Source: an optimization exercise on an open RTL-to-GDS flow (aim: small area). Production flows keep margins and buffers that such runs may drop. The RTL was checked by simulation tests, not by an equivalence proof against the original design. Power figures rest on the tool's default switching activity, not on a simulated workload.

[design/flow/flow/run.sh]
#!/bin/bash
set -euo pipefail
export BUFFER_PORTS_ARGS="-buffer_cell sky130_fd_sc_hd__buf_1"
export CTS_ARGS="-sink_clustering_enable -repair_clock_nets -dont_use_dummy_load -buf_list sky130_fd_sc_hd__clkbuf_8 -sink_clustering_size 24 -sink_clustering_max_diameter 40"
bash standard.sh > standard.log 2>&1
[design/flow/standard.sh]
#!/bin/bash
# synth_recipe.tcl (not shown) runs the flow's synth.tcl, then flattens the netlist and writes it again
# the make line also repeats each setting of config.mk as NAME=value (left out here)
make -C /OpenROAD-flow-scripts/flow DESIGN_CONFIG=/design/flow/config.mk WORK_HOME=/design/flow/orfs CLKGATE_MAP_FILE= SYNTH_SCRIPT=/design/flow/synth_recipe.tcl "${@:-finish}"
[design/flow/config.mk]
export PLATFORM = sky130hd
export DESIGN_NAME = kb_core
export DESIGN_NICKNAME = kb_core
export VERILOG_FILES = /design/flow/design.v
export SDC_FILE = /design/flow/constraint.sdc
export NUM_CORES = 4
export LEC_CHECK = 0
export ABC_AREA = 1
export CAP_MARGIN = 20
export CORE_MARGIN = 2
export CORE_UTILIZATION = 40
export SLEW_MARGIN = 20
[design/flow/constraint.sdc]
create_clock -name core_clock -period 10.0 [get_ports {clk}]
set_input_delay 2.0000 -clock core_clock [delete_from_list [all_inputs] [get_ports {clk}]]
set_output_delay 2.0000 -clock core_clock [all_outputs]
set_load 0.01 [all_outputs]
[design/flow/design.v]
module kb_keymap (
    input  wire       layer,
    input  wire [3:0] u,
    input  wire [2:0] r,
    output reg  [7:0] code
);
    wire [15:0] us = 16'd1 << u;
    wire [7:0]  rs = 8'd1 << r;
    always @(*) begin
        code[0] = (us[0]&((rs[0]|rs[1]|rs[2]|rs[3]|rs[4])))
            | (us[6]&((rs[4]|rs[5])|(layer&(rs[0]|rs[3]))))
            | (us[12]&((rs[1]|rs[4])|(~layer&(rs[0]))))
            | (us[2]&((rs[3])|(layer&(rs[0]))))
            | (us[8]&((rs[1]|rs[2]|rs[3]|rs[4])|(~layer&(rs[0]))))
            | (us[14]&((rs[2]|rs[4])|(layer&(rs[0]))))
            | (us[4]&((rs[1]|rs[3]|rs[4])|(~layer&(rs[0]))))
            | (us[10]&((rs[3])|(layer&(rs[0]))))
            | (us[1]&((rs[1])|(~layer&(rs[0]))))
            | (us[7]&((rs[3]|rs[4])|(layer&(rs[0]))))
            | (us[13]&((rs[1]|rs[2]|rs[3]|rs[5])|(~layer&(rs[0]))))
            | (us[3]&((rs[1]|rs[2])|(layer&(rs[0]))))
            | (us[9]&((~layer&(rs[0]))))
            | (us[15]&((rs[2]|rs[4])|(~layer&(rs[5]))))
            | (us[5]&((rs[1]|rs[5])|(layer&(rs[0]|rs[4]))))
            | (us[11]&((rs[1]|rs[3])));
        code[1] = (us[0]&((rs[2])))
            | (us[6]&((rs[0]|rs[1]|rs[5])|(layer&(rs[3]))))
            | (us[12]&((rs[1]|rs[2]|rs[3]|rs[4]|rs[5])|(~layer&(rs[0]))))
            | (us[2]&((rs[3])|(~layer&(rs[4]))))
            | (us[14]&((rs[1]|rs[2]|rs[3])|(~layer&(rs[0]))))
            | (us[4]&((rs[0]|rs[1]|rs[3])))
            | (us[10]&((layer&(rs[0]))))
            | (us[1]&((rs[3]|rs[4])))
            | (us[7]&((rs[1]|rs[2]|rs[3]|rs[4]|rs[5])|(~layer&(rs[0]))))
            | (us[13]&((rs[0]|rs[1]|rs[2]|rs[3]|rs[5])))
            | (us[3]&((rs[2])|(layer&(rs[0]))))
            | (us[9]&((rs[1])|(layer&(rs[5]))))
            | (us[15]&((rs[1])|(~layer&(rs[0]))|(layer&(rs[5]))))
            | (us[5]&((rs[4])|(~layer&(rs[5]))|(layer&(rs[0]))))
            | (us[11]&((rs[0]|rs[1]|rs[2])));
        code[2] = (us[0]&((rs[1])|(layer&(rs[4]))))
            | (us[6]&((rs[1]|rs[2]|rs[4])|(~layer&(rs[3]))|(layer&(rs[0]))))
            | (us[12]&((rs[1]|rs[3])))
            | (us[2]&((rs[3])|(~layer&(rs[0]|rs[4]))))
            | (us[8]&((rs[0]|rs[2])))
            | (us[14]&((rs[0]|rs[2]|rs[4])|(~layer&(rs[5]))))
            | (us[4]&((rs[0]|rs[2])))
            | (us[10]&((rs[1]|rs[3])|(layer&(rs[0]))))
            | (us[1]&((rs[1]|rs[2]|rs[3]|rs[4])))
            | (us[7]&((rs[1]|rs[3]|rs[4]|rs[5])))
            | (us[13]&((rs[1]|rs[5])))
            | (us[3]&((rs[1]|rs[2]|rs[3]|rs[5])|(~layer&(rs[0]))))
            | (us[9]&((rs[0]|rs[1])))
            | (us[15]&((rs[4])|(~layer&(rs[0]))|(layer&(rs[5]))))
            | (us[5]&((rs[0]|rs[5])))
            | (us[11]&((rs[2]|rs[3])));
        code[3] = (us[0]&((rs[2]|rs[3])|(~layer&(rs[0]))))
            | (us[6]&((rs[0]|rs[1]|rs[4])))
            | (us[12]&((rs[1]|rs[2]|rs[4])|(~layer&(rs[0]))))
            | (us[2]&((rs[2])|(~layer&(rs[0]))))
            | (us[8]&((rs[3]|rs[4])|(~layer&(rs[0]))))
            | (us[14]&((rs[3])|(~layer&(rs[0]|rs[5]))))
            | (us[4]&((rs[2]|rs[3])|(~layer&(rs[0]))))
            | (us[10]&((rs[2]|rs[3])))
            | (us[1]&((rs[2]|rs[3])|(layer&(rs[0]))))
            | (us[7]&((rs[3])|(layer&(rs[0]))))
            | (us[13]&((rs[4])|(layer&(rs[0]))))
            | (us[3]&((rs[1]|rs[2])|(layer&(rs[0]))))
            | (us[9]&((rs[1])|(layer&(rs[0]|rs[5]))))
            | (us[15]&((rs[1]|rs[3])|(layer&(rs[0]|rs[5]))))
            | (us[5]&((rs[1]|rs[5])|(~layer&(rs[0]))|(layer&(rs[4]))))
            | (us[11]&((rs[1]|rs[2]|rs[3])|(~layer&(rs[0]))));
        code[4] = (us[0]&((rs[1]|rs[3])))
            | (us[6]&((rs[0]|rs[1]|rs[2]|rs[4])))
            | (us[12]&((rs[1]|rs[2]|rs[3]|rs[4])|(~layer&(rs[0]))))
            | (us[2]&((~layer&(rs[0]))))
            | (us[8]&((rs[0]|rs[2]|rs[4])))
            | (us[14]&((rs[0]|rs[2])))
            | (us[4]&((rs[0]|rs[2]|rs[4])))
            | (us[10]&((rs[2]|rs[4])|(layer&(rs[0]))))
            | (us[1]&((rs[4])|(layer&(rs[0]))))
            | (us[7]&((rs[2]|rs[4])|(layer&(rs[0]))))
            | (us[13]&((rs[2]|rs[3]|rs[4])|(layer&(rs[0]))))
            | (us[3]&((rs[3])|(layer&(rs[0]))))
            | (us[9]&((rs[2])|(~layer&(rs[5]))|(layer&(rs[0]))))
            | (us[15]&((rs[2])|(~layer&(rs[5]))))
            | (us[5]&((~layer&(rs[4]))));
        code[5] = (us[0]&((rs[1]|rs[2]|rs[3]|rs[4]|rs[5])|(~layer&(rs[0]))))
            | (us[6]&((rs[0]|rs[5])))
            | (us[12]&((rs[5])|(~layer&(rs[0]))))
            | (us[2]&((rs[1])|(~layer&(rs[0]))))
            | (us[8]&((rs[0]|rs[1])))
            | (us[14]&((rs[0]|rs[1])|(~layer&(rs[5]))))
            | (us[4]&((rs[0]|rs[1])))
            | (us[10]&((rs[1])|(layer&(rs[0]))))
            | (us[1]&((rs[1]|rs[4])|(layer&(rs[0]))))
            | (us[7]&((rs[1]|rs[4]|rs[5])|(layer&(rs[0]))))
            | (us[13]&((rs[1]|rs[3]|rs[4]|rs[5])|(layer&(rs[0]))))
            | (us[3]&((rs[1]|rs[2]|rs[3]|rs[5])|(layer&(rs[0]))))
            | (us[9]&((rs[1]|rs[2])|(layer&(rs[0]))))
            | (us[15]&((rs[1]|rs[2]|rs[3]|rs[4])));
        code[6] = (us[0]&((rs[4]|rs[5])))
            | (us[6]&((rs[5])|(layer&(rs[0]))))
            | (us[12]&((rs[5])))
            | (us[8]&((layer&(rs[0]))))
            | (us[14]&((layer&(rs[0]))))
            | (us[4]&((layer&(rs[0]))))
            | (us[10]&((rs[0])))
            | (us[1]&((rs[0])))
            | (us[7]&((rs[0]|rs[5])))
            | (us[13]&((rs[0]|rs[5])))
            | (us[3]&((rs[0]|rs[5])))
            | (us[9]&((rs[0]|rs[5])))
            | (us[15]&((rs[0]|rs[4]|rs[5])))
            | (us[5]&((rs[0]|rs[1]|rs[4]|rs[5])))
            | (us[11]&((rs[1]|rs[2]|rs[3])|(~layer&(rs[0]))));
        code[7] = (us[0]&((rs[4]|rs[5])))
            | (us[6]&((rs[5])))
            | (us[12]&((rs[5])|(layer&(rs[0]))))
            | (us[2]&((layer&(rs[0]))))
            | (us[7]&((rs[5])))
            | (us[13]&((rs[5])))
            | (us[3]&((rs[5])))
            | (us[15]&((rs[4])));
    end
endmodule
module kb_core (
    input  wire        clk,
    input  wire        rst,             
    output wire [15:0] col,
    input  wire [5:0]  row,
    output wire        tx_push,
    output wire [63:0] tx_report,
    input  wire        tx_ok,
    input  wire        hreq_valid,
    input  wire        hreq_set,
    input  wire [1:0]  hreq_type,
    input  wire [7:0]  hreq_id,
    input  wire [3:0]  hreq_len,
    input  wire [7:0]  hreq_data,
    output reg         hresp_valid,
    output reg         hresp_err,
    output wire [63:0] hresp_report,
    output reg  [4:0]  leds,
    output reg         boot
);
    reg  [9:0] q;
    reg        scan;
    reg        first;
    wire [3:0] c   = q[7:4];
    wire [3:0] sub = q[3:0];
    assign col = (scan && sub >= 4'd3 && sub <= 4'd8) ? (16'd1 << c) : 16'd0;
    wire smp      = scan && sub == 4'd7;
    wire post_end = !scan && (first ? q == 10'd456 : q == 10'd31);
    always @(posedge clk) begin
        if (rst) begin
            q     <= 10'd2;
            scan  <= 1'b1;
            first <= 1'b1;
        end else if (post_end && !boot) begin
            q     <= 10'd2;
            scan  <= 1'b1;
            first <= 1'b0;
        end else begin
            q <= q + ((scan && sub == 4'd13 && c != 4'd15) ? 10'd5 : 10'd1);
            if (q == 10'd253) scan <= 1'b0;
        end
    end
    function [2:0] deb_next(input [2:0] s, input xi, input fi);
        begin
            if (fi) deb_next = {xi, 2'b00};
            else deb_next = {(s[1] && !s[0]) ? xi : s[2],
                             (xi ^ s[2]) && s[0], (xi ^ s[2]) && !s[1]};
        end
    endfunction
    function [3:0] lpos(input [3:0] cc);    
        lpos = {cc[2:0], 1'b0} + {cc[1:0], 2'b00} + {3'b000, cc[3]};
    endfunction
    reg  [3:0]  ph;
    reg  [17:0] ring [0:15];
    reg  [5:0]  sb [0:1];           
    reg  [1:0]  pend;
    wire [3:0]  cm1  = c - 4'd1;
    wire        hitA = scan && ph == lpos(c);
    wire        hitB = scan && ph == lpos(cm1);
    wire        hitZ = !scan && ph == lpos(4'd15);
    wire        bsel = hitZ || (hitA ? c[0] : cm1[0]);
    wire        upd  = pend[bsel] && (hitA || hitB || hitZ);
    wire [5:0]  x    = sb[bsel];
    integer i;
    reg [17:0] tap_new;
    always @(*) begin
        for (i = 0; i < 6; i = i + 1)
            tap_new[i*3 +: 3] = upd ? deb_next(ring[15][i*3 +: 3], x[i], first)
                                    : ring[15][i*3 +: 3];
    end
    always @(posedge clk) begin
        ph <= ph + 4'd1;
        ring[0] <= tap_new;
        for (i = 1; i < 16; i = i + 1)
            ring[i] <= ring[i - 1];
        if (smp) sb[c[0]] <= row;
        if (rst) pend <= 2'b00;
        else begin
            if (upd) pend[bsel] <= 1'b0;
            if (smp) pend[c[0]] <= 1'b1;
        end
    end
    reg  [2:0] fn;
    reg        bc;
    always @(posedge clk) begin
        if (smp && c == 4'd15) fn <= deb_next(fn, row[5], first);
        if (smp && c == 4'd0) bc <= row[0];
    end
    wire layer = fn[2];
    always @(posedge clk) begin
        if (rst) boot <= 1'b0;
        else if (!scan && first && q == 10'd255 && bc) boot <= 1'b1;
    end
    reg        on, set;
    reg  [2:0] er;
    wire [3:0] u     = ph - {1'b0, er} - 4'd1 - {set, 3'b000};
    wire       inwin = q >= 10'd247 && q <= 10'd256;
    wire       start = !first && !on && inwin && ph[2:0] == 3'd0;
    wire       last_cell = er == 3'd5 && u == lpos(4'd15);
    wire       wrap  = (er == 3'd5 && u != lpos(4'd7)) || er == 3'd6;
    always @(posedge clk) begin
        if (rst) on <= 1'b0;
        else if (start) on <= 1'b1;
        else if (on && last_cell) on <= 1'b0;
        if (start) set <= ph[3];
        er <= (!on || wrap) ? 3'd0 : er + 3'd1;
    end
    wire [5:0] lane;
    genvar g;
    generate for (g = 0; g < 6; g = g + 1) begin : gl
        assign lane[g] = set ? ring[g + 8][g*3 + 2] : ring[g][g*3 + 2];
    end endgenerate
    wire pressed = (er == 3'd0) ? lane[0] : (er == 3'd1) ? lane[1] :
                   (er == 3'd2) ? lane[2] : (er == 3'd3) ? lane[3] :
                   (er == 3'd4) ? lane[4] : (er == 3'd5) ? lane[5] : 1'b0;
    wire clr = start;
    wire [7:0] code;
    kb_keymap u_map (.layer(layer), .u(u), .r(er), .code(code));
    wire cls_empty = (code == 8'h00);
    wire cls_sent  = (code[7:2] == 6'd0) && !cls_empty;
    wire cls_mod   = (code[7:3] == 5'b11100);
    wire cls_norm  = !cls_empty && !cls_sent && !cls_mod;
    reg  [7:0] slot [0:5];
    reg  [7:0] mods;
    wire [5:0] z;
    generate for (g = 0; g < 6; g = g + 1) begin : gz
        assign z[g] = (slot[g] == 8'h00);
    end endgenerate
    wire act  = on && pressed;
    wire roll = act && cls_norm && !z[5];
    wire fill = clr || roll || (act && cls_sent);
    wire [7:0] data = clr ? 8'h00 : roll ? 8'h01 : code;
    always @(posedge clk) begin
        for (i = 0; i < 6; i = i + 1)
            if (fill || (act && cls_norm && z[i] && (i == 0 || !z[i - 1 + (i == 0)])))
                slot[i] <= data;
        if (clr) mods <= 8'h00;
        else if (act && cls_mod) mods <= mods | (8'h01 << code[2:0]);
    end
    reg  [55:0] br;
    reg  [55:0] last;
    reg         bv, lv, nz;
    wire run    = !scan && !first;
    wire commit = run && q == 10'd354;
    always @(posedge clk) begin
        if (commit) br <= {slot[5], slot[4], slot[3], slot[2], slot[1], slot[0], mods};
        if (tx_push && tx_ok) last <= br;
        if (clr) nz <= 1'b0;
        else if (act && !cls_empty) nz <= 1'b1;
        if (rst) begin
            bv <= 1'b0;
            lv <= 1'b0;
        end else begin
            if (commit) bv <= 1'b1;
            if (tx_push && tx_ok) lv <= 1'b1;
        end
    end
    assign tx_push   = run && q == 10'd355 && (lv ? (br != last) : nz);
    assign tx_report = {br[55:8], 8'h00, br[7:0]};
    reg rset;
    assign hresp_report = (rset || !bv) ? 64'd0 : tx_report;
    always @(posedge clk) begin
        rset        <= hreq_set;
        hresp_valid <= hreq_valid && !rst;
        hresp_err   <= hreq_set ? !(hreq_type == 2'd2 && hreq_id == 8'd0 && hreq_len == 4'd1)
                                : (hreq_type != 2'd1);
        if (rst) leds <= 5'd0;
        else if (hreq_valid && hreq_set && hreq_type == 2'd2 && hreq_id == 8'd0 && hreq_len == 4'd1)
            leds <= hreq_data[4:0];
    end
endmodule
==> summary.txt, run 1 <==
# TYPE chip_impl_metric gauge
chip_impl_metric{name="ir_worst_vdd",unit="V"} 0.000145
chip_impl_info{name="main_combinational_cell_family_by_area_after_synthesis",value="simple AND/OR/NAND/NOR gates"} 1
chip_impl_metric{name="share_of_the_synthesized_area_in_compound_gates_ao_oa_aoi_oai",unit=""} 0.0382
chip_impl_metric{name="final.period_utilization",unit=""} 0.460
chip_impl_metric{name="synth_area",unit="sq um"} 17200
chip_impl_metric{name="final_critical_path_setup_slack",unit="ps"} 5400
chip_impl_metric{name="fin_util",unit=""} 0.451
chip_impl_metric{name="edff_count_synth",unit=""} 177
chip_impl_metric{name="min_path_cells",unit=""} 0
chip_impl_metric{name="final.setup.tns",unit="ps"} 0
chip_impl_metric{name="switching_power",unit="mW"} 0.658
chip_impl_metric{name="post_dp_cell_area",unit="sq um"} 18300
chip_impl_metric{name="post_route_ant_nets",unit=""} 0
chip_impl_metric{name="synthAdderAreaFrac",unit=""} 0.0168
chip_impl_info{name="worstReg2RegStart",value="er[1]$_SDFF_PP0_"} 1
chip_impl_metric{name="skew",unit="ps"} 91.8
chip_impl_info{name="worst_hold_path_type",value="reg2reg"} 1
chip_impl_metric{name="fin_total_pwr",unit="mW"} 3.35
chip_impl_info{name="worstHoldEndpoint",value="ring[5][11]$_DFF_P_"} 1
chip_impl_metric{name="finalSetupViolations",unit=""} 0
chip_impl_metric{name="post_synth_and_or_nand_nor_area_fraction",unit=""} 0.175
chip_impl_metric{name="yosysWarnings",unit=""} 4
chip_impl_metric{name="drtPass1Iterations",unit=""} 5
chip_impl_metric{name="setup_slack_of_the_most_critical_reg_to_reg_path",unit="ps"} 5640
chip_impl_info{name="clk_root_buffer_cell",value="clkbuf_8"} 1
chip_impl_metric{name="routed_wire_length_per_instance",unit="um"} 15.8
chip_impl_metric{name="top_level_ports",unit=""} 186
chip_impl_metric{name="drive_gt1_frac",unit=""} 0.0620
chip_impl_metric{name="antenna_cells_inserted",unit=""} 0
chip_impl_metric{name="data_required_time_of_the_worst_path",unit="ps"} 8000
chip_impl_metric{name="synth_cell_type_count",unit=""} 51
chip_impl_metric{name="core",unit="sq um"} 42100
chip_impl_metric{name="grt_pass1_wl",unit="mm"} 56.2
chip_impl_info{name="timing.rr.end",value="slot[0][0]$_DFFE_PP_"} 1
chip_impl_metric{name="p_per_area",unit="nW/um^2"} 177
chip_impl_metric{name="grt_overflow_total",unit=""} 0
chip_impl_metric{name="max_freq",unit="GHz"} 0.217
chip_impl_metric{name="numClockSinks",unit=""} 507
chip_impl_info{name="synth-main-ff-cell",value="dfxtp_1"} 1
chip_impl_metric{name="initial_utilization",unit=""} 0.407
chip_impl_metric{name="layout.filler_cells",unit=""} 3982
chip_impl_metric{name="clockPowerShare",unit=""} 0.316
chip_impl_metric{name="die-area",unit="sq um"} 44600
chip_impl_metric{name="worst-r2r-cell-count",unit=""} 18
chip_impl_metric{name="postCtsSetupBuffers",unit=""} 0
chip_impl_metric{name="muxShareOfSynthArea",unit=""} 0.00350
chip_impl_metric{name="initial_detailed_routing_violation_count",unit=""} 883
chip_impl_metric{name="relative_slew_margins",unit=""} 0.302
chip_impl_metric{name="avgSynthCellArea",unit="sq um"} 11.0
chip_impl_metric{name="synth.ff_latch_count",unit=""} 507
chip_impl_metric{name="synth_xor_xnor_area_share",unit=""} 0.0199
chip_impl_metric{name="cts-resized-gates",unit=""} 0
chip_impl_metric{name="netSwitchingFraction",unit=""} 0.196
chip_impl_metric{name="dieWidth",unit="um"} 211
chip_impl_metric{name="dp_hpwl",unit="mm"} 25.9
chip_impl_info{name="timing.critical_path.from_type",value="register"} 1
chip_impl_metric{name="antenna_found_initial",unit=""} 0
chip_impl_metric{name="via_count",unit=""} 11100
chip_impl_metric{name="grt_pass1_vias",unit=""} 10600
chip_impl_metric{name="max_cap_viol_count",unit=""} 0
chip_impl_metric{name="register_area_share_after_synthesis",unit=""} 0.695
chip_impl_metric{name="cts.hold.buffers_added",unit=""} 0
chip_impl_metric{name="power_report.internal_total",unit="mW"} 2.70
chip_impl_metric{name="fraction_of_registers_with_async_set_or_reset_after_synthesis",unit=""} 0
chip_impl_metric{name="area_used_by_multi_input_combinational_logic",unit="sq um"} 4410
chip_impl_info{name="cts_tree",value="done"} 1
chip_impl_info{name="hold_start",value="ring[4][11]$_DFF_P_"} 1
chip_impl_metric{name="tritoncts.num_buffers",unit=""} 52
chip_impl_metric{name="ctsLongestPathBuffers",unit=""} 3
chip_impl_metric{name="crit_path_max_fanout",unit=""} 21
chip_impl_metric{name="drc",unit=""} 0
chip_impl_metric{name="stdcell_area",unit="sq um"} 19000
chip_impl_metric{name="combPwrFrac",unit=""} 0.013
chip_impl_metric{name="timing.final.hold_violations",unit=""} 0
chip_impl_metric{name="placement.io_buffers",unit=""} 166
chip_impl_metric{name="fp.dieH",unit="um"} 211
chip_impl_metric{name="worst-slew-pin-transition",unit="ps"} 1040
chip_impl_metric{name="grt_max_degree",unit=""} 58
chip_impl_metric{name="routed_wl",unit="mm"} 36.3
chip_impl_info{name="crit_type",value="reg2out"} 1
chip_impl_metric{name="htreeDepth",unit=""} 2
chip_impl_info{name="setup.worst_path.end_class",value="output pin"} 1
chip_impl_metric{name="worst-endpoint-arrival",unit="ps"} 2600
chip_impl_metric{name="sequential_fraction_of_design_power",unit=""} 0.671
chip_impl_metric{name="post_cts_clock_slew_at_the_launch_and_capture_registers_of_the_worst_setup_and_hold_paths",unit="ps"} 100
chip_impl_metric{name="leakagePower",unit="nW"} 7.66
chip_impl_metric{name="drv_slew",unit=""} 0
chip_impl_metric{name="routabilityCongestion",unit=""} 0.870
chip_impl_metric{name="area_growth_syn_to_layout",unit="%"} 10.8
chip_impl_metric{name="grt_usage",unit=""} 0.162
chip_impl_info{name="outcome",value="complete, no violations"} 1
chip_impl_metric{name="final-seq-area",unit="sq um"} 11900
chip_impl_metric{name="finish.net_count",unit=""} 1816
chip_impl_metric{name="gate_count_after_technology_mapping",unit=""} 1565
chip_impl_metric{name="final.min_clock_period",unit="ps"} 4600
chip_impl_metric{name="preCtsSetupSlack",unit="ps"} 5750
chip_impl_metric{name="worst_skew_pair_later_pin_latency",unit="ps"} 640
chip_impl_metric{name="post_drt_via_cell_ratio",unit=""} 4.84
chip_impl_info{name="rsz0062_at_grt",value="no"} 1
chip_impl_metric{name="std_cell_rows",unit=""} 75
-- stage by stage --
step | instances | hold slack [ps]
final | 2297 | 254
after global routing | 2297 | 248
after CTS | 2297 | 231
after detailed placement | 2245 | 312
after global placement | 2245 | 311
after floorplan | 1580 | 310
-- kinds of logic (layout without fill, tap and decap cells) --
group / count (synthesis) / count (layout)
xor+xnor: 39 / 39
fa+ha+maj: 23 / 23
flops: 507 / 507
other cells: 1 / 16
simple gates: 661 / 661
mux: 6 / 6
compound gates: 117 / 117
buf+inv: 211 / 389
-- state kept, by name (all words and copies together) (netlist names), 2 cells and up --
register	flops
ring	288
br	56
last	56
slot	48
sb	12
q	10
mods	8
leds	5
ph	4
er	3
fn	3
pend	2
-- metal layers --
layer,track usage,part of all wire
met2,0.265,0.46
met3,0.0278,0.054
met1,0.212,0.45
met4,0.0695,0.030
met5,0,0
-- power by group through the flow --
stage | Sequential [mW] | Combinational, mW | Clock [mW]
2_1_floorplan | 2.28 | 0.0337 | 0
3_3_place_gp | 2.30 | 0.0429 | 0
3_5_place_dp | 2.30 | 0.0437 | 0
4_1_cts | 2.25 | 0.0442 | 1.10
5_1_grt | 2.26 | 0.0500 | 1.18
6_report | 2.25 | 0.0442 | 1.06
-- layout by cell type (no fill, tap or decap), drive strengths merged, types with 5 or more instances in the layout --
cell type	instances
o21ai	53
a211oi	6
inv	161
nor2	202
a21oi	34
xnor2	16
or2	6
o22ai	12
nand2	263
clkinv	5
xor2	23
nand4	24
ha	23
nor4	31
edfxtp	177
conb	16
dfxtp	330
buf	171
clkbuf	52
nand3	99
nor3	24
mux2i	6
-- worst max-delay path: stages, from the launching register on --
cell and delay, ps:
dfxtp_1 610, nor3_1 300, nand4_1 230, or3_1 420
a21oi_1 190, buf_1 200
-- synthesized netlist by cell type (2+ instances only) --
| library cell | number | area (sq um) |
|---|---|---|
| a211oi_1 | 6 | 45.0 |
| a21oi_1 | 34 | 170 |
| a31oi_1 | 2 | 12.5 |
| and3_1 | 2 | 12.5 |
| buf_1 | 5 | 18.8 |
| buf_2 | 10 | 50.1 |
| buf_4 | 18 | 135 |
| buf_6 | 3 | 33.8 |
| clkbuf_1 | 9 | 33.8 |
| clkinv_1 | 5 | 18.8 |
| dfxtp_1 | 330 | 6610 |
| edfxtp_1 | 177 | 5320 |
| ha_1 | 23 | 288 |
| inv_1 | 155 | 582 |
| inv_2 | 6 | 22.5 |
| mux2i_1 | 6 | 60.1 |
| nand2_1 | 257 | 965 |
| nand2_2 | 4 | 25.0 |
| nand2_4 | 2 | 22.5 |
| nand3_1 | 96 | 480 |
| nand3_4 | 2 | 35.0 |
| nand3b_1 | 2 | 15.0 |
| nand4_1 | 23 | 144 |
| nor2_1 | 181 | 679 |
| nor2_2 | 15 | 93.8 |
| nor2_4 | 6 | 67.6 |
| nor3_1 | 22 | 110 |
| nor3_2 | 2 | 20.0 |
| nor4_1 | 30 | 188 |
| o2111ai_1 | 3 | 26.3 |
| o211ai_1 | 2 | 15.0 |
| o21a_1 | 2 | 15.0 |
| o21ai_0 | 50 | 250 |
| o21ai_1 | 3 | 15.0 |
| o22ai_1 | 12 | 75.1 |
| or2_2 | 6 | 37.5 |
| or4_1 | 3 | 22.5 |
| xnor2_1 | 16 | 140 |
| xor2_1 | 23 | 201 |
-- how the worst max path moves through the flow --
stage / to / startpoint
2_1_floorplan: last[0]$_DFFE_PP_ / tx_ok
3_3_place_gp: slot[3][0]$_DFFE_PP_ / ph[1]$_DFF_P_
3_5_place_dp: slot[2][6]$_DFFE_PP_ / er[1]$_SDFF_PP0_
4_1_cts: tx_push / first$_SDFFE_PP1P_
5_1_grt: tx_push / first$_SDFFE_PP1P_
6_report: tx_push / first$_SDFFE_PP1P_
-- final cells by class --
| type | count | share of cell area |
|---|---|---|
| timing repair buffer | 171 | 0.0348 |
| inverter | 166 | 0.0328 |
| tap | 539 | 0.0355 |
| multi-input combinational | 862 | 0.232 |
| clock buffer | 52 | 0.0377 |
| sequential | 507 | 0.627 |
==> run 2: changes to the inputs <==
==> design/flow/flow/run.sh (replaced) <==
#!/bin/bash
set -euo pipefail
export BUFFER_PORTS_ARGS="-buffer_cell sky130_fd_sc_hd__buf_1"
export CTS_ARGS="-sink_clustering_enable -repair_clock_nets -dont_use_dummy_load -buf_list sky130_fd_sc_hd__clkbuf_8 -sink_clustering_size 18 -sink_clustering_max_diameter 60"
bash standard.sh > standard.log 2>&1
==> run 2 against run 1 <==
Non-clock buffer count did not move. Via count is essentially flat. Sequential power barely moved. Critical path depth unchanged. Maximum frequency up 1.2%. Area after synthesis unchanged. Critical path type unchanged. Largest power group unchanged.
==> summary.txt, run 2 <==
# TYPE chip_impl_metric gauge
chip_impl_info{name="outcome",value="complete, no violations"} 1
chip_impl_metric{name="max_freq",unit="GHz"} 0.220
chip_impl_metric{name="ir_worst_vdd",unit="V"} 0.000134
chip_impl_metric{name="std_cell_rows",unit=""} 75
chip_impl_metric{name="grt_usage",unit=""} 0.160
chip_impl_metric{name="cts-resized-gates",unit=""} 0
chip_impl_metric{name="postCtsSetupBuffers",unit=""} 0
chip_impl_metric{name="register_area_share_after_synthesis",unit=""} 0.695
chip_impl_metric{name="synth_cell_type_count",unit=""} 51
chip_impl_metric{name="critPathMaxStageDelay",unit="ps"} 630
chip_impl_metric{name="worst-endpoint-arrival",unit="ps"} 2540
chip_impl_info{name="post_synth_main_area_contributors",value="dfxtp_1 (38%), edfxtp_1 (31%), nand2_1 (5.6%), nor2_1 (4.0%), inv_1 (3.4%)"} 1
chip_impl_info{name="crit_type",value="reg2out"} 1
chip_impl_metric{name="data_required_time_of_the_worst_path",unit="ps"} 8000
chip_impl_metric{name="antenna_cells_inserted",unit=""} 0
chip_impl_metric{name="skew",unit="ps"} 54.4
chip_impl_metric{name="layoutNonFillerInstCount",unit=""} 2281
chip_impl_metric{name="gate_count_after_technology_mapping",unit=""} 1565
chip_impl_metric{name="finish.net_count",unit=""} 1800
chip_impl_metric{name="top_level_ports",unit=""} 186
chip_impl_info{name="timing.critical_path.from_type",value="register"} 1
chip_impl_metric{name="timing.final.hold_violations",unit=""} 0
chip_impl_metric{name="drv_slew",unit=""} 0
chip_impl_metric{name="routed_wire_length_per_instance",unit="um"} 15.8
chip_impl_metric{name="finalSetupViolations",unit=""} 0
chip_impl_metric{name="worst-slew-pin-transition",unit="ps"} 1090
chip_impl_info{name="rsz0062_at_grt",value="no"} 1
chip_impl_metric{name="relative_slew_margins",unit=""} 0.272
chip_impl_metric{name="fin_worst_hold_slack",unit="ps"} 281
chip_impl_info{name="critPathTopFamily",value="simple AND/OR/NAND/NOR gates"} 1
chip_impl_metric{name="preCtsSetupSlack",unit="ps"} 5750
chip_impl_metric{name="max_cap_viol_count",unit=""} 0
chip_impl_metric{name="synthAdderAreaFrac",unit=""} 0.0168
chip_impl_metric{name="fp.dieH",unit="um"} 211
chip_impl_metric{name="dp.cells",unit=""} 2245
chip_impl_metric{name="die-area",unit="sq um"} 44600
chip_impl_info{name="synth_most_common_cell",value="dfxtp_1"} 1
chip_impl_metric{name="final.setup.tns",unit="ps"} 0
chip_impl_metric{name="fin_total_pwr",unit="mW"} 3.18
chip_impl_metric{name="routabilityCongestion",unit=""} 0.870
chip_impl_metric{name="dieWidth",unit="um"} 211
chip_impl_metric{name="fraction_of_registers_with_async_set_or_reset_after_synthesis",unit=""} 0
chip_impl_metric{name="post_drt_via_cell_ratio",unit=""} 4.87
chip_impl_metric{name="drive_gt1_frac",unit=""} 0.0534
chip_impl_metric{name="cts.hold.buffers_added",unit=""} 0
chip_impl_metric{name="synth_xor_xnor_area_share",unit=""} 0.0199
chip_impl_metric{name="routed_wl",unit="mm"} 36.0
chip_impl_metric{name="layout.filler_cells",unit=""} 3991
chip_impl_metric{name="post_dp_cell_area",unit="sq um"} 18300
chip_impl_metric{name="post_synth_and_or_nand_nor_area_fraction",unit=""} 0.175
chip_impl_metric{name="initial_detailed_routing_violation_count",unit=""} 884
chip_impl_metric{name="ctsLongestPathBuffers",unit=""} 3
chip_impl_info{name="clk_root_buffer_cell",value="clkbuf_8"} 1
chip_impl_info{name="critical-path-slowest-cell",value="dfxtp_1"} 1
chip_impl_metric{name="htreeDepth",unit=""} 2
chip_impl_metric{name="stdcell_area",unit="sq um"} 18800
chip_impl_metric{name="final.min_clock_period",unit="ps"} 4540
chip_impl_metric{name="setup_slack_of_the_most_critical_reg_to_reg_path",unit="ps"} 5620
chip_impl_metric{name="synth.ff_latch_count",unit=""} 507
chip_impl_info{name="timing.critical_path.cells",value="nor3_1, nand4_1, or3_1, a21oi_1, buf_1"} 1
chip_impl_metric{name="tritoncts.num_buffers",unit=""} 36
chip_impl_metric{name="share_of_the_synthesized_area_in_compound_gates_ao_oa_aoi_oai",unit=""} 0.0382
chip_impl_metric{name="crit_path_max_fanout",unit=""} 21
chip_impl_info{name="most-common-layout-cells",value="dfxtp_1 (330), nand2_1 (256), nor2_1 (180)"} 1
chip_impl_metric{name="synth_top_area_share",unit=""} 0.385
chip_impl_metric{name="drtPass1Iterations",unit=""} 5
chip_impl_metric{name="fin_util",unit=""} 0.446
chip_impl_metric{name="avgSynthCellArea",unit="sq um"} 11.0
chip_impl_metric{name="timing.critical_path.buf_inv",unit=""} 1
chip_impl_metric{name="numClockSinks",unit=""} 507
chip_impl_metric{name="grt_max_degree",unit=""} 58
chip_impl_metric{name="worst_skew_pair_later_pin_latency",unit="ps"} 580
chip_impl_metric{name="p_per_area",unit="nW/um^2"} 169
chip_impl_metric{name="post_route_ant_nets",unit=""} 0
chip_impl_info{name="largest_register_by_flop_count",value="ring"} 1
chip_impl_metric{name="edff_count_synth",unit=""} 177
chip_impl_metric{name="dp_hpwl",unit="mm"} 25.9
chip_impl_info{name="setup.worst_path.end_class",value="output pin"} 1
chip_impl_info{name="worst_hold_path_type",value="reg2reg"} 1
chip_impl_metric{name="antenna_found_initial",unit=""} 0
chip_impl_metric{name="yosysWarnings",unit=""} 4
chip_impl_metric{name="grt_pass1_vias",unit=""} 10500
chip_impl_metric{name="post_cts_clock_slew_at_the_launch_and_capture_registers_of_the_worst_setup_and_hold_paths",unit="ps"} 100
chip_impl_metric{name="initial_utilization",unit=""} 0.407
chip_impl_metric{name="synth_area",unit="sq um"} 17200
chip_impl_metric{name="via_count",unit=""} 11100
chip_impl_metric{name="largest_register_ff_count",unit=""} 288
chip_impl_metric{name="placement.io_buffers",unit=""} 166
chip_impl_metric{name="drc",unit=""} 0
chip_impl_metric{name="grt_overflow_total",unit=""} 0
chip_impl_info{name="cts_tree",value="done"} 1
chip_impl_metric{name="final_critical_path_setup_slack",unit="ps"} 5460
chip_impl_metric{name="final.period_utilization",unit=""} 0.454
chip_impl_info{name="main_combinational_cell_family_by_area_after_synthesis",value="simple AND/OR/NAND/NOR gates"} 1
chip_impl_info{name="registers_with_the_highest_flip_flop_counts",value="ring (288), br (56), last (56)"} 1
chip_impl_info{name="ys_top_cells_by_count",value="dfxtp_1 (330), nand2_1 (257), nor2_1 (181)"} 1
chip_impl_metric{name="muxShareOfSynthArea",unit=""} 0.00350
chip_impl_metric{name="area_growth_syn_to_layout",unit="%"} 9.48
chip_impl_info{name="synth-main-ff-cell",value="dfxtp_1"} 1
chip_impl_metric{name="leakagePower",unit="nW"} 7.54
chip_impl_info{name="synth_largest_area_cell",value="dfxtp_1"} 1
chip_impl_metric{name="core",unit="sq um"} 42100
chip_impl_info{name="layout.cells.most_common",value="dfxtp_1"} 1
chip_impl_metric{name="grt_pass1_wl",unit="mm"} 55.7
==> run 2: cell types whose count changed in the layout (fill, tap and decap cells not counted), sizes merged <==
| cell | change |
|---|---|
| clkbuf | -16 |
==> run 2: kinds of logic after synthesis <==
| family | Yosys count |
|---|---|
| AND/OR/NAND/NOR | 661 |
| multiplexers | 6 |
| XOR/XNOR | 39 |
| AO/OA/AOI/OAI | 117 |
| other | 1 |
| adder cells (fa/ha/maj) | 23 |
| flip-flops | 507 |
| buffers and inverters | 211 |
==> run 2: path summary, 6_finish.rpt <==
check / cells after the start / from / endpoint
setup / recovery: 5 / first$_SDFFE_PP1P_ / tx_push
hold reg to reg: 0 / ring[13][16]$_DFF_P_ / ring[14][16]$_DFF_P_
hold / removal: 0 / ring[13][16]$_DFF_P_ / ring[14][16]$_DFF_P_
setup reg to reg: 18 / er[1]$_SDFF_PP0_ / slot[0][0]$_DFFE_PP_
==> run 2: area by class of cell <==
class / instances / area [sq um] / area share
Inverter: 166 / 623 / 0.0332
Multi-Input combinational cell: 862 / 4410 / 0.235
Tap cell: 539 / 674 / 0.0359
Sequential cell: 507 / 11900 / 0.635
Timing Repair Buffer: 171 / 661 / 0.0352
Clock buffer: 36 / 495 / 0.0264
==> run 2: per-layer routing <==
layer / part of all wire / track usage / up-vias
met2: 0.47 / 0.265 / 339
met5: 0 / 0 / -
li1: - / - / 5447
met4: 0.028 / 0.0629 / 0
met1: 0.45 / 0.212 / 5258
met3: 0.051 / 0.0238 / 67
==> run 2: report_power, final <==
group          switching (mW)  leakage, nW  internal [mW]
logic                  0.0293         2.83         0.0146
registers              0.0285         4.45           2.22
clock network           0.562        0.259          0.325
==> run 3: changes to the inputs <==
==> design/flow/flow/run.sh (replaced) <==
#!/bin/bash
# The standard layout (standard.sh) with three changes:
# - synthesis maps logic with an area-oriented ABC script (same synthesis
#   script otherwise, so the registers are the standard synthesis's);
# - port buffers use the smallest buffer cell;
# - a leaner clock tree (clkbuf_8, clusters of at most 18 sinks within 60 um,
#   no dummy loads).
# standard.sh's output goes to standard.log; ORFS keeps one log per step
# under orfs/logs.
set -euo pipefail
here=$(pwd)
rm -rf "$here/scripts"
cp -r "$FLOW_HOME/scripts" "$here/scripts"
cat > "$here/scripts/abc_area.script" <<'A'
strash
dch -f
amap
topo
dnsize -c
A
export SCRIPTS_DIR="$here/scripts"
export BUFFER_PORTS_ARGS="-buffer_cell sky130_fd_sc_hd__buf_1"
export CTS_ARGS="-sink_clustering_enable -repair_clock_nets -dont_use_dummy_load -buf_list sky130_fd_sc_hd__clkbuf_8 -sink_clustering_size 18 -sink_clustering_max_diameter 60"
bash standard.sh > standard.log 2>&1
==> run 3 against run 2 <==
Still clean on timing, DRC and antenna. Sequential power down 6%. Cell area down 3.9%. Clock power up 2.4%. Total power down 3.9%. Clock-buffer cell count up 1. Sequential cell count unchanged. Worst setup slack worse by 2600 ps. Routed wire length down 3.8%. Critical endpoint is now slot[2][2]$_DFFE_PP_. Clock skew up 52 ps. Cell count down 8.9%.
==> summary.txt, run 3 <==
# TYPE chip_impl_metric gauge
chip_impl_info{name="cts_tree",value="done"} 1
chip_impl_metric{name="yosysWarnings",unit=""} 4
chip_impl_info{name="synth_largest_area_cell",value="dfxtp_1"} 1
chip_impl_metric{name="largest_register_ff_count",unit=""} 288
chip_impl_metric{name="max_cap_viol_count",unit=""} 0
chip_impl_metric{name="post_dp_cell_area",unit="sq um"} 17500
chip_impl_metric{name="gate_count_after_technology_mapping",unit=""} 1341
chip_impl_metric{name="via_count",unit=""} 10300
chip_impl_metric{name="synth_cell_type_count",unit=""} 48
chip_impl_info{name="synth_most_common_cell",value="dfxtp_1"} 1
chip_impl_metric{name="grt_pass1_wl",unit="mm"} 53.4
chip_impl_metric{name="synth_area",unit="sq um"} 16200
chip_impl_metric{name="grt_pass1_vias",unit=""} 9677
chip_impl_metric{name="antenna_cells_inserted",unit=""} 0
chip_impl_metric{name="fraction_of_registers_with_async_set_or_reset_after_synthesis",unit=""} 0
chip_impl_metric{name="finalSetupViolations",unit=""} 0
chip_impl_metric{name="htreeDepth",unit=""} 2
chip_impl_metric{name="fp.dieH",unit="um"} 206
chip_impl_metric{name="synth_top_area_share",unit=""} 0.407
chip_impl_metric{name="tritoncts.num_buffers",unit=""} 37
chip_impl_metric{name="data_required_time_of_the_worst_path",unit="ps"} 10310
chip_impl_metric{name="std_cell_rows",unit=""} 73
chip_impl_metric{name="routed_wire_length_per_instance",unit="um"} 16.7
chip_impl_metric{name="ir_worst_vdd",unit="V"} 0.000126
chip_impl_info{name="setup.worst_path.end_class",value="register"} 1
chip_impl_info{name="clk_root_buffer_cell",value="clkbuf_8"} 1
chip_impl_info{name="largest_register_by_flop_count",value="ring"} 1
chip_impl_info{name="rsz0062_at_grt",value="no"} 1
chip_impl_metric{name="finish.net_count",unit=""} 1610
chip_impl_metric{name="core",unit="sq um"} 39900
chip_impl_metric{name="initial_detailed_routing_violation_count",unit=""} 619
chip_impl_metric{name="drc",unit=""} 0
chip_impl_metric{name="stdcell_area",unit="sq um"} 18100
chip_impl_metric{name="avgSynthCellArea",unit="sq um"} 12.1
chip_impl_info{name="worstSetupStartpoint",value="ph[1]$_DFF_P_"} 1
chip_impl_metric{name="area_growth_syn_to_layout",unit="%"} 11.1
chip_impl_metric{name="post_cts_clock_slew_at_the_launch_and_capture_registers_of_the_worst_setup_and_hold_paths",unit="ps"} 100
chip_impl_metric{name="grt_overflow_total",unit=""} 0
chip_impl_info{name="outcome",value="complete, no violations"} 1
chip_impl_metric{name="relative_slew_margins",unit=""} 0.200
chip_impl_metric{name="dp_hpwl",unit="mm"} 24.6
chip_impl_metric{name="worst-endpoint-arrival",unit="ps"} 7430
chip_impl_info{name="most-common-layout-cells",value="dfxtp_1 (330), nor2_1 (255), edfxtp_1 (177)"} 1
chip_impl_info{name="worstReg2RegStart",value="ph[1]$_DFF_P_"} 1
chip_impl_info{name="layout.cells.most_common",value="dfxtp_1"} 1
chip_impl_metric{name="initial_utilization",unit=""} 0.407
chip_impl_metric{name="final-seq-area",unit="sq um"} 11900
chip_impl_metric{name="max_freq",unit="GHz"} 0.140
chip_impl_info{name="synth-main-ff-cell",value="dfxtp_1"} 1
chip_impl_metric{name="critPathMaxStageDelay",unit="ps"} 520
chip_impl_metric{name="final.period_utilization",unit=""} 0.712
chip_impl_metric{name="worst_skew_pair_later_pin_latency",unit="ps"} 630
chip_impl_metric{name="die-area",unit="sq um"} 42200
chip_impl_metric{name="drv_slew",unit=""} 0
chip_impl_metric{name="final.min_clock_period",unit="ps"} 7120
chip_impl_metric{name="synth.ff_latch_count",unit=""} 507
chip_impl_metric{name="grt_usage",unit=""} 0.165
chip_impl_info{name="timing.rr.end",value="slot[2][2]$_DFFE_PP_"} 1
chip_impl_metric{name="setup_slack_of_the_most_critical_reg_to_reg_path",unit="ps"} 2880
chip_impl_metric{name="dieWidth",unit="um"} 206
chip_impl_info{name="crit_path_end",value="slot[2][2]$_DFFE_PP_"} 1
chip_impl_info{name="hold_start",value="ring[9][16]$_DFF_P_"} 1
chip_impl_metric{name="drive_gt1_frac",unit=""} 0.0322
chip_impl_metric{name="area_used_by_multi_input_combinational_logic",unit="sq um"} 3830
chip_impl_metric{name="drtPass1Iterations",unit=""} 5
chip_impl_metric{name="routabilityCongestion",unit=""} 0.864
chip_impl_metric{name="p_per_area",unit="nW/um^2"} 169
chip_impl_metric{name="crit_path_max_fanout",unit=""} 8
chip_impl_info{name="worst_hold_path_type",value="reg2reg"} 1
chip_impl_metric{name="edff_count_synth",unit=""} 177
chip_impl_metric{name="antenna_found_initial",unit=""} 0
chip_impl_metric{name="routed_wl",unit="mm"} 34.7
chip_impl_metric{name="numClockSinks",unit=""} 507
chip_impl_info{name="ys_top_cells_by_count",value="dfxtp_1 (330), nor2_1 (255), edfxtp_1 (177)"} 1
chip_impl_metric{name="placement.io_buffers",unit=""} 166
chip_impl_metric{name="leakagePower",unit="nW"} 6.40
chip_impl_metric{name="register_area_share_after_synthesis",unit=""} 0.734
chip_impl_metric{name="worst-r2r-cell-count",unit=""} 33
chip_impl_info{name="crit_type",value="reg2reg"} 1
chip_impl_metric{name="cts-resized-gates",unit=""} 0
chip_impl_metric{name="skew",unit="ps"} 107
chip_impl_metric{name="postCtsSetupBuffers",unit=""} 0
chip_impl_info{name="timing.critical_path.from_type",value="register"} 1
chip_impl_metric{name="post_route_ant_nets",unit=""} 0
chip_impl_metric{name="final.setup.tns",unit="ps"} 0
chip_impl_metric{name="grt_max_degree",unit=""} 58
chip_impl_info{name="registers_with_the_highest_flip_flop_counts",value="ring (288), br (56), last (56)"} 1
chip_impl_metric{name="top_level_ports",unit=""} 186
chip_impl_info{name="critical-path-slowest-cell",value="a2111oi_0"} 1
chip_impl_metric{name="cts.hold.buffers_added",unit=""} 0
chip_impl_metric{name="layout.filler_cells",unit=""} 3703
chip_impl_metric{name="worst-slew-pin-transition",unit="ps"} 1170
chip_impl_metric{name="post_drt_via_cell_ratio",unit=""} 4.96
chip_impl_info{name="post_synth_main_area_contributors",value="dfxtp_1 (41%), edfxtp_1 (33%), nor2_1 (5.9%), clkinv_1 (2.7%), a21oi_1 (2.1%)"} 1
chip_impl_metric{name="fin_util",unit=""} 0.452
chip_impl_metric{name="ctsLongestPathBuffers",unit=""} 3
chip_impl_metric{name="timing.final.hold_violations",unit=""} 0
chip_impl_info{name="critical_path.most_common_cell",value="nor2_1"} 1
## run 3: cell count changes in the layout (fill, tap and decap cells not counted), moves of 16 or more
cell	delta
a21oi_1	+35
clkinv_1	+112
inv_1	-155
nand2_1	-182
nand3_1	-87
nor2_1	+75
nor2b_1	+23
o21ai_0	-21
o22ai_1	+16
xnor2_1	-16
xor2_1	-23
## run 3: how the worst min path moves through the flow
stage	endpoint	depth (start not counted)	slack [ps]
3_3_place_gp	ring[10][2]$_DFF_P_	0	310
5_1_grt	ring[10][16]$_DFF_P_	0	250
3_5_place_dp	ring[15][17]$_DFF_P_	0	310
4_1_cts	ring[10][16]$_DFF_P_	0	250
2_1_floorplan	ring[10][0]$_DFF_P_	0	310
6_report	ring[10][16]$_DFF_P_	0	260
## run 3: final cells by class
class	instances	area share
Tap cell	525	0.0364
Multi-Input combinational cell	716	0.212
Timing Repair Buffer	175	0.0383
Inverter	117	0.0243
Sequential cell	507	0.660
Clock buffer	37	0.0282
## run 3: through the flow
stage | cells | hold slack, ps | setup WS (ps) | total power, mW
floorplan | 1356 | 310 | 3820 | 2.19
global placement | 2040 | 311 | 3000 | 2.19
detailed placement | 2040 | 312 | 2990 | 2.20
CTS | 2077 | 254 | 3020 | 3.10
global route | 2077 | 253 | 2340 | 3.18
finish | 2077 | 258 | 2880 | 3.06
## run 3: cell families (layout without fill, tap and decap cells)
kind of cell	Yosys count	after routing	synth area share
other	1	16	0.000231
flip-flops	507	507	0.734
AND/OR/NAND/NOR	450	450	0.122
adder cells (fa/ha/maj)	23	23	0.0177
buffers and inverters	133	329	0.0344
AO/OA/AOI/OAI	227	227	0.0923
## run 3: per-layer routing
| metal | up-vias | track usage | share of wire |
|---|---|---|---|
| met3 | 52 | 0.0288 | 0.057 |
| met5 | - | 0 | 0 |
| met1 | 4859 | 0.227 | 0.46 |
| li1 | 5080 | - | - |
| met4 | 0 | 0.0581 | 0.022 |
| met2 | 318 | 0.263 | 0.46 |
## run 3: critical path: cells and delay by family (launching register included)
| kind | cells | cell delay, ps |
|---|---|---|
| AO/OA/AOI/OAI | 9 | 1970 |
| adder cells (fa/ha/maj) | 2 | 710 |
| buffers and inverters | 8 | 1360 |
| flip-flops | 1 | 370 |
| AND/OR/NAND/NOR | 14 | 2460 |
## run 3: where the power goes
part / total [mW] / switching (mW) / internal, mW
registers: 2.12 / 0.00227 / 2.12
clock network: 0.909 / 0.575 / 0.334
logic: 0.0259 / 0.0178 / 0.00810
total: 3.06 / 0.595 / 2.46
==> run 4: changes to the inputs <==
==> design/flow/flow/run.sh (replaced) <==
#!/bin/bash
# The standard layout (standard.sh) with three changes:
# - synthesis maps logic with an area-oriented ABC script (the same synthesis
#   script otherwise, so the registers are the standard synthesis's);
# - port buffers use the smallest buffer cell;
# - a leaner clock tree (sky130_fd_sc_hd__clkbuf_2 sky130_fd_sc_hd__clkbuf_4 sky130_fd_sc_hd__clkbuf_8, clusters of at most 18 sinks within 60 um,
#   no dummy loads).
# standard.sh's output goes to standard.log; ORFS keeps one log per step
# under orfs/logs.
set -euo pipefail
here=$(pwd)
rm -rf "$here/scripts"
cp -r "$FLOW_HOME/scripts" "$here/scripts"
cat > "$here/scripts/abc_area.script" <<'A'
strash
dch -f
amap
topo
dnsize -c
A
export SCRIPTS_DIR="$here/scripts"
export BUFFER_PORTS_ARGS="-buffer_cell sky130_fd_sc_hd__buf_1"
export CTS_ARGS="-sink_clustering_enable -repair_clock_nets -dont_use_dummy_load -buf_list {sky130_fd_sc_hd__clkbuf_2 sky130_fd_sc_hd__clkbuf_4 sky130_fd_sc_hd__clkbuf_8} -sink_clustering_size 18 -sink_clustering_max_diameter 60"
bash standard.sh > standard.log 2>&1
==> run 4 against run 3 <==
Still clean. Worst hold slack unchanged. Cell count unchanged. Routed wire length unchanged. Area after synthesis unchanged. Total power unchanged. Worst setup slack unchanged. Cell area unchanged. Synthesized cell count unchanged. Largest power group unchanged.
==> summary.txt, run 4 <==
# TYPE chip_impl_metric gauge
chip_impl_info{name="outcome",value="complete, no violations"} 1
chip_impl_info{name="setup.worst_path.end_class",value="register"} 1
chip_impl_info{name="largest_register_by_flop_count",value="ring"} 1
chip_impl_info{name="critical-path-slowest-cell",value="a2111oi_0"} 1
chip_impl_metric{name="antenna_cells_inserted",unit=""} 0
chip_impl_metric{name="area_used_by_multi_input_combinational_logic",unit="sq um"} 3830
chip_impl_metric{name="postCtsSetupBuffers",unit=""} 0
chip_impl_metric{name="fraction_of_registers_with_async_set_or_reset_after_synthesis",unit=""} 0
chip_impl_metric{name="cts.hold.buffers_added",unit=""} 0
chip_impl_metric{name="layout.filler_cells",unit=""} 3703
chip_impl_metric{name="final.period_utilization",unit=""} 0.712
chip_impl_metric{name="skew",unit="ps"} 107
chip_impl_metric{name="top_level_ports",unit=""} 186
chip_impl_metric{name="routed_wire_length_per_instance",unit="um"} 16.7
chip_impl_info{name="synth_largest_area_cell",value="dfxtp_1"} 1
chip_impl_metric{name="drv_slew",unit=""} 0
chip_impl_metric{name="share_of_the_synthesized_area_in_compound_gates_ao_oa_aoi_oai",unit=""} 0.0923
chip_impl_metric{name="routed_wl",unit="mm"} 34.7
chip_impl_metric{name="register_area_share_after_synthesis",unit=""} 0.734
chip_impl_info{name="most-common-layout-cells",value="dfxtp_1 (330), nor2_1 (255), edfxtp_1 (177)"} 1
chip_impl_metric{name="fp.dieH",unit="um"} 206
chip_impl_metric{name="post_cts_clock_slew_at_the_launch_and_capture_registers_of_the_worst_setup_and_hold_paths",unit="ps"} 100
chip_impl_metric{name="worst-endpoint-arrival",unit="ps"} 7430
chip_impl_metric{name="timing.final.hold_violations",unit=""} 0
chip_impl_info{name="synth_most_common_cell",value="dfxtp_1"} 1
chip_impl_metric{name="edff_count_synth",unit=""} 177
chip_impl_info{name="worst_hold_path_type",value="reg2reg"} 1
chip_impl_metric{name="std_cell_rows",unit=""} 73
chip_impl_metric{name="data_required_time_of_the_worst_path",unit="ps"} 10310
chip_impl_metric{name="synth_cell_type_count",unit=""} 48
chip_impl_info{name="timing.critical_path.from_type",value="register"} 1
chip_impl_metric{name="synth_xor_xnor_area_share",unit=""} 0
chip_impl_metric{name="die-area",unit="sq um"} 42200
chip_impl_info{name="rsz0062_at_grt",value="no"} 1
chip_impl_metric{name="area_growth_syn_to_layout",unit="%"} 11.1
chip_impl_info{name="synth-main-ff-cell",value="dfxtp_1"} 1
chip_impl_metric{name="dp_hpwl",unit="mm"} 24.6
chip_impl_metric{name="synth_top_area_share",unit=""} 0.407
chip_impl_metric{name="final-seq-area",unit="sq um"} 11900
chip_impl_metric{name="synth.ff_latch_count",unit=""} 507
chip_impl_metric{name="grt_overflow_total",unit=""} 0
chip_impl_metric{name="initial_detailed_routing_violation_count",unit=""} 619
chip_impl_metric{name="grt_max_degree",unit=""} 58
chip_impl_info{name="critical_path.most_common_cell",value="nor2_1"} 1
chip_impl_metric{name="grt_pass1_vias",unit=""} 9677
chip_impl_metric{name="core",unit="sq um"} 39900
chip_impl_metric{name="placement.io_buffers",unit=""} 166
chip_impl_metric{name="max_cap_viol_count",unit=""} 0
chip_impl_metric{name="largest_register_ff_count",unit=""} 288
chip_impl_metric{name="post_drt_via_cell_ratio",unit=""} 4.96
chip_impl_metric{name="antenna_found_initial",unit=""} 0
chip_impl_metric{name="fin_total_pwr",unit="mW"} 3.06
chip_impl_metric{name="via_count",unit=""} 10300
chip_impl_metric{name="drc",unit=""} 0
chip_impl_metric{name="dieWidth",unit="um"} 206
chip_impl_metric{name="synthAdderAreaFrac",unit=""} 0.0177
chip_impl_info{name="ys_top_cells_by_count",value="dfxtp_1 (330), nor2_1 (255), edfxtp_1 (177)"} 1
chip_impl_metric{name="numClockSinks",unit=""} 507
chip_impl_metric{name="worst-slew-pin-transition",unit="ps"} 1170
chip_impl_metric{name="yosysWarnings",unit=""} 4
chip_impl_metric{name="synth_area",unit="sq um"} 16200
chip_impl_info{name="layout.cells.most_common",value="dfxtp_1"} 1
chip_impl_info{name="crit_type",value="reg2reg"} 1
chip_impl_info{name="registers_with_the_highest_flip_flop_counts",value="ring (288), br (56), last (56)"} 1
chip_impl_metric{name="post_synth_and_or_nand_nor_area_fraction",unit=""} 0.122
chip_impl_info{name="post_synth_main_area_contributors",value="dfxtp_1 (41%), edfxtp_1 (33%), nor2_1 (5.9%), clkinv_1 (2.7%), a21oi_1 (2.1%)"} 1
chip_impl_metric{name="muxShareOfSynthArea",unit=""} 0
chip_impl_metric{name="grt_usage",unit=""} 0.165
chip_impl_metric{name="drive_gt1_frac",unit=""} 0.0322
chip_impl_metric{name="gate_count_after_technology_mapping",unit=""} 1341
chip_impl_metric{name="avgSynthCellArea",unit="sq um"} 12.1
chip_impl_metric{name="p_per_area",unit="nW/um^2"} 169
chip_impl_metric{name="ctsLongestPathBuffers",unit=""} 3
chip_impl_metric{name="grt_pass1_wl",unit="mm"} 53.4
chip_impl_metric{name="post_route_ant_nets",unit=""} 0
chip_impl_metric{name="initial_utilization",unit=""} 0.407
chip_impl_info{name="cts_tree",value="done"} 1
chip_impl_info{name="clk_root_buffer_cell",value="clkbuf_8"} 1
chip_impl_metric{name="finalSetupViolations",unit=""} 0
chip_impl_metric{name="relative_slew_margins",unit=""} 0.200
chip_impl_metric{name="htreeDepth",unit=""} 2
chip_impl_metric{name="routabilityCongestion",unit=""} 0.864
chip_impl_metric{name="finish.net_count",unit=""} 1610
chip_impl_metric{name="ir_worst_vdd",unit="V"} 0.000126
chip_impl_metric{name="critPathMaxStageDelay",unit="ps"} 520
chip_impl_metric{name="final.setup.tns",unit="ps"} 0
chip_impl_metric{name="tritoncts.num_buffers",unit=""} 37
chip_impl_metric{name="max_freq",unit="GHz"} 0.140
chip_impl_metric{name="worst_skew_pair_later_pin_latency",unit="ps"} 630
chip_impl_metric{name="leakagePower",unit="nW"} 6.40
chip_impl_metric{name="final.min_clock_period",unit="ps"} 7120
chip_impl_metric{name="cts-resized-gates",unit=""} 0
chip_impl_info{name="main_combinational_cell_family_by_area_after_synthesis",value="simple AND/OR/NAND/NOR gates"} 1
chip_impl_metric{name="drtPass1Iterations",unit=""} 5
chip_impl_metric{name="crit_path_max_fanout",unit=""} 8
run 4: cell counts in the layout (fill, tap and decap cells not counted):
Identical to the previous run, type by type.
run 4: cell families after synthesis:
group	count (synthesis)
AO/OA/AOI/OAI	227
flip-flops	507
adder cells (fa/ha/maj)	23
AND/OR/NAND/NOR	450
other	1
buffers and inverters	133
run 4: report_power, final:
part           internal [mW]  switching (mW)
sequential              2.12         0.00227
clock                  0.334           0.575
combinational        0.00810          0.0178
run 4: worst paths after layout:
check,start,end,slack (ps),cells past startpoint
max,ph[1]$_DFF_P_,slot[2][2]$_DFFE_PP_,2880,33
min,ring[9][16]$_DFF_P_,ring[10][16]$_DFF_P_,260,0
max reg2reg,ph[1]$_DFF_P_,slot[2][2]$_DFFE_PP_,2880,33
min reg2reg,ring[9][16]$_DFF_P_,ring[10][16]$_DFF_P_,260,0
run 4: area by class of cell:
type | instances | area share
sequential | 507 | 0.660
tap | 525 | 0.0364
inverter | 117 | 0.0243
multi-input combinational | 716 | 0.212
timing repair buffer | 175 | 0.0383
clock buffer | 37 | 0.0282
run 4: routing by layer:
layer | track usage | wire (um) | part of all wire
met1 | 0.227 | 16100 | 0.46
met2 | 0.263 | 15900 | 0.46
met3 | 0.0288 | 1990 | 0.057
met4 | 0.0581 | 756 | 0.022
met5 | 0 | 0 | 0
run 4: per-stage QoR:
step	setup slack, ps	instance area [sq um]	instances	hold WS [ps]	utilization
5_1_grt	2340	18100	2077	253	0.452
3_5_place_dp	2990	17500	2040	312	0.439
2_1_floorplan	3820	16300	1356	310	-
4_1_cts	3020	18100	2077	254	0.452
6_report	2880	18100	2077	258	0.452
3_3_place_gp	3000	17500	2040	311	0.439
run 4: critical path, delay by kind of cell (launching register included):
family / cells / cell delay [ps]
simple gates: 14 / 2460
compound gates: 9 / 1970
buf+inv: 8 / 1360
fa+ha+maj: 2 / 710
flops: 1 / 370

==> afterwards: timing with drivers on the ports <==
The flow's constraints put no driver on any port. The routed layouts listed below were extracted and timed again, unchanged, in two steps. Step 1, drivers: a clkbuf_16 drives clk and a buf_2 each remaining input, both assumed. Step 2 times the ports against the registers' clock, not the clock port: input delays grow and output delays shrink by t, the midpoint of the rising clock arrivals with the driver on. Three values: no drivers, after step 1, after step 2; two values: the first two.
run	t, ns	setup slack, ns	hold WS [ns]	worst setup path at the end
run 1	0.644	5.402 / 5.354 / 5.636	0.254 / 0.254 / 0.254	register to register
run 2	0.607	5.455 / 5.408 / 5.623	0.281 / 0.281 / 0.281	register to register
run 3	0.606	2.880 / 2.880 / 2.880	0.258 / 0.258 / 0.258	register to register
run 4	0.606	2.880 / 2.880 / 2.880	0.258 / 0.258 / 0.258	register to register
After both steps setup and hold are still met in every run listed.
